Context: an optimization exercise on an open-source flow, tuned for small area, a short achievable clock period and few clock cycles per item. The choices shown serve that exercise and are no tape-out recipe.
The RTL was checked by simulation tests, not by an equivalence proof against the original design.

## run Z
==> module lbm_pair, before the edit <==
module lbm_pair (
    input  wire [159:0] audio,      
    output wire [79:0]  pkeys       
);
    function gt8(input [7:0] a, input [7:0] b);
        integer i;
        reg g;
        begin
            g = 1'b0;
            for (i = 0; i < 8; i = i + 1)
                g = (a[i] & ~b[i]) | (~(a[i] ^ b[i]) & g);
            gt8 = g;
        end
    endfunction
    genvar j;
    generate
        for (j = 0; j < 10; j = j + 1) begin : g_pair
            wire [7:0] s0 = audio[16*j +: 8];
            wire [7:0] s1 = audio[16*j+8 +: 8];
            wire [7:0] k0 = {s0[6:0] ^ {7{~s0[7]}}, ~s0[7]};
            wire [7:0] k1 = {s1[6:0] ^ {7{~s1[7]}}, ~s1[7]};
            assign pkeys[8*j +: 8] = gt8(k0, k1) ? k0 : k1;
        end
    endgenerate
endmodule
==> module lbm_dsp, before the edit <==
module lbm_dsp (
    input  wire         clk,
    input  wire         rst,
    input  wire         in_valid,
    output wire         in_ready,
    input  wire [1:0]   in_op,        
    input  wire         in_mode,      
    input  wire [7:0]   in_raw,       
    input  wire [159:0] in_audio,     
    output reg          out_valid,
    output reg  [6:0]   out_target,
    output wire [15:0]  out_vu,
    output wire [7:0]   out_r,
    output wire [7:0]   out_g,
    output wire [7:0]   out_b
);
    localparam OP_TARGET = 2'd0;
    localparam OP_VUSAMP = 2'd1;
    localparam OP_VUMAX  = 2'd2;
    assign in_ready = 1'b1;
    reg         c_valid;
    reg [1:0]   c_op;
    reg         c_mode;
    reg [7:0]   c_raw;
    reg [79:0]  c_pair;      
    wire [79:0] pair;
    lbm_pair u_pair (.audio(in_audio), .pkeys(pair));
    always @(posedge clk) begin
        c_valid <= in_valid & ~rst;
        c_op    <= in_op;
        c_mode  <= in_mode;
        c_raw   <= in_raw;
        c_pair  <= pair;
    end
    wire [6:0] target;
    lbm_curve u_curve (.raw(c_raw), .mode(c_mode), .target(target));
    wire [7:0] pkey;
    lbm_peak u_peak (.keys(c_pair), .pkey(pkey));
    reg       d_samp, d_vmax, d_valid;
    reg [7:0] d_pkey;
    reg [6:0] d_target;
    always @(posedge clk) begin
        d_valid  <= c_valid & ~rst;
        d_samp   <= c_valid & ~rst & (c_op == OP_VUSAMP);
        d_vmax   <= c_valid & ~rst & (c_op == OP_VUMAX);
        d_pkey   <= pkey;
        d_target <= (c_op == OP_TARGET) ? target : 7'd0;
    end
    reg [15:0] vu_state;
    reg [7:0]  win0, win1, win2;    
    reg [7:0]  col_r;
    reg [5:0]  col_g;
    wire [7:0] m01  = (d_pkey > win0) ? d_pkey : win0;
    wire [7:0] m23  = (win1 > win2) ? win1 : win2;
    wire [7:0] skey = (m01 > m23) ? m01 : m23;
    wire [7:0] sig  = {1'b0, skey[7:1]} + {7'd0, skey[0]};    
    wire [15:0] decay  = vu_state + {4'hF, ~vu_state[15:4]} + {15'd0, ~|vu_state[3:0]};
    wire        attack = ({sig, 8'd0} >= vu_state);
    wire        dzero  = (decay[15:8] == 8'd0);
    wire [8:0] didx = {1'b0, decay[15:8]} + {8'd0, decay[7]};
    reg  [6:0] idx;
    always @(*) begin
        if (d_vmax)
            idx = 7'd127;
        else if (attack)
            idx = sig[7] ? 7'd127 : sig[6:0];
        else if (dzero)
            idx = 7'd0;
        else
            idx = (didx[8] | didx[7]) ? 7'd127 : didx[6:0];
    end
    wire [7:0] nr;
    wire [5:0] ng;
    lbm_vu_color u_color (.idx(idx), .r(nr), .g(ng));
    always @(posedge clk) begin
        if (rst) begin
            vu_state <= 16'd0;
            win0 <= 8'd0; win1 <= 8'd0; win2 <= 8'd0;
            col_r <= 8'd0;
            col_g <= 6'd0;
            out_valid <= 1'b0;
        end else begin
            out_valid <= d_valid;
            if (d_samp) begin
                vu_state <= attack ? {sig, 8'd0} : dzero ? 16'd0 : decay;
                win0 <= d_pkey; win1 <= win0; win2 <= win1;
            end else if (d_vmax) begin
                vu_state <= 16'hFFFF;
            end
            if (d_samp | d_vmax) begin
                col_r <= nr;
                col_g <= ng;
            end
        end
        out_target <= d_target;
    end
    assign out_vu = vu_state;
    assign out_r  = col_r;
    assign out_g  = {2'd0, col_g};
    assign out_b  = 8'd0;
endmodule
export LEC_CHECK = 0
export ABC_AREA = 1
export CAP_MARGIN = 20
export CORE_MARGIN = 2
export CORE_UTILIZATION = 40
export SLEW_MARGIN = 20
create_clock -name core_clock -period 70.0 [get_ports {clk}]
standard.sh (not shown) runs the stock make flow with config.mk's settings and CLKGATE_MAP_FILE= SYNTH_SCRIPT=/design/flow/synth_recipe.tcl, a recipe that flattens the netlist after the stock synthesis.
==> flow/flow/run.sh <==
#!/bin/bash
# The standard layout, with two changes to how it is built:
#  - port buffers are sky130_fd_sc_hd__buf_1 (buffer_ports -buffer_cell)
#    instead of the cell buffer_ports picks by itself;
#  - clock tree synthesis adds no dummy loads.
# Every tool's output goes to the ORFS logs under orfs/logs; make's own
# output goes to standard.log here.
set -euo pipefail
export BUFFER_PORTS_ARGS="-buffer_cell sky130_fd_sc_hd__buf_1"
export CTS_ARGS="-sink_clustering_enable -repair_clock_nets -dont_use_dummy_load"
bash standard.sh finish > standard.log 2>&1
Testbench counts of run Z, summed over its fixed seeds: cycles 16,024, items 16,000.
Input-level comparison between run K and run Z:
--- a/flow/design.v
+++ b/flow/design.v
@@ -209,7 +209,7 @@
         begin
             g = 1'b0;
             for (i = 0; i < 8; i = i + 1)
-                g = (a[i] & ~b[i]) | (~(a[i] ^ b[i]) & g);
+                g = a[i] ? (~b[i] | g) : (~b[i] & g);
             gt8 = g;
         end
     endfunction
@@ -287,27 +287,41 @@
     lbm_curve u_curve (.raw(c_raw), .mode(c_mode), .target(target));
     wire [7:0] pkey;
     lbm_peak u_peak (.keys(c_pair), .pkey(pkey));
-    reg       d_samp, d_vmax, d_valid;
-    reg [7:0] d_pkey;
-    reg [6:0] d_target;
-    always @(posedge clk) begin
-        d_valid  <= c_valid & ~rst;
-        d_samp   <= c_valid & ~rst & (c_op == OP_VUSAMP);
-        d_vmax   <= c_valid & ~rst & (c_op == OP_VUMAX);
-        d_pkey   <= pkey;
-        d_target <= (c_op == OP_TARGET) ? target : 7'd0;
-    end
+    wire       d_valid  = c_valid;
+    wire       d_samp   = c_valid & (c_op == OP_VUSAMP);
+    wire       d_vmax   = c_valid & (c_op == OP_VUMAX);
+    wire [7:0] d_pkey   = pkey;
+    wire [6:0] d_target = (c_op == OP_TARGET) ? target : 7'd0;
     reg [15:0] vu_state;
     reg [7:0]  win0, win1, win2;    
     reg [7:0]  col_r;
     reg [5:0]  col_g;
-    wire [7:0] m01  = (d_pkey > win0) ? d_pkey : win0;
-    wire [7:0] m23  = (win1 > win2) ? win1 : win2;
-    wire [7:0] skey = (m01 > m23) ? m01 : m23;
+    wire [31:0] wkeys = {win2, win1, win0, d_pkey};
+    wire [3:0]  walive [0:8];
+    wire [7:0]  skey;
+    assign walive[8] = 4'hF;
+    genvar wb, wj;
+    generate
+        for (wb = 7; wb >= 0; wb = wb - 1) begin : g_wbit
+            wire [3:0] hit;
+            for (wj = 0; wj < 4; wj = wj + 1) begin : g_wj
+                assign hit[wj] = walive[wb+1][wj] & wkeys[8*wj+wb];
+            end
+            assign skey[wb]   = |hit;
+            assign walive[wb] = skey[wb] ? hit : walive[wb+1];
+        end
+    endgenerate
     wire [7:0] sig  = {1'b0, skey[7:1]} + {7'd0, skey[0]};    
     wire [15:0] decay  = vu_state + {4'hF, ~vu_state[15:4]} + {15'd0, ~|vu_state[3:0]};
-    wire        attack = ({sig, 8'd0} >= vu_state);
-    wire        dzero  = (decay[15:8] == 8'd0);
+    reg         hi_gt;
+    integer     ai;
+    always @(*) begin
+        hi_gt = 1'b0;
+        for (ai = 8; ai < 16; ai = ai + 1)
+            hi_gt = (sig[ai-8] & ~vu_state[ai]) | (~(sig[ai-8] ^ vu_state[ai]) & hi_gt);
+    end
+    wire        attack = hi_gt | ((sig == vu_state[15:8]) & (vu_state[7:0] == 8'd0));
+    wire        dzero  = (vu_state <= 16'd273);    
     wire [8:0] didx = {1'b0, decay[15:8]} + {8'd0, decay[7]};
     reg  [6:0] idx;
     always @(*) begin
There was hardly any difference in post-CTS setup repair buffer count between run K and run Z.
Against run Z, run K reports a number of logic stages on the critical path including buffering that is higher.
Compared to run Z, run K has maximum frequency 3.9% lower.
Routed wire length: run K vs run Z down about 2%
The worst setup slack in run K was lower than what run Z gave.
The final reports for run K and run Z show inserted tap cell count lower in the former.
Testbench counts of run K, summed over its fixed seeds: cycles 16,016, items 16,000.

==> afterwards: timing with drivers on the ports <==
In the flow no input, the clock included, has a driving cell. The finished layouts below were timed again as built, in two steps. Step 1 sets driving cells, clkbuf_16 on the clock port and buf_2 on the other inputs (assumed; they add their load-dependent delay and slew). Step 2 moves the port delays by t, midway between the first and last clock arrival at a register: inputs arrive t later, outputs are due t later. That takes back most of the time a late clock gives input paths. a / b / c = ideal ports / drivers / drivers and shift; a / b = the first two.
| run | t, ns | slack for setup (ns) | worst setup path after step 2 | latest minus earliest clock arrival (ns) | pins driven straight from the clock port |
|---|---|---|---|---|---|
| run Z | 0.466 | 53.824 / 53.851 / 53.385 | input to register | 0.028 / 0.028 | 1 |
| run K | 0.474 | 53.174 / 53.197 / 52.723 | input to register | 0.023 / 0.023 | 1 |
After both steps setup and hold are still met in every run listed. For run K, which loses most, drivers alone change the setup slack by +0.023 ns; drivers and shift together by -0.451 ns.
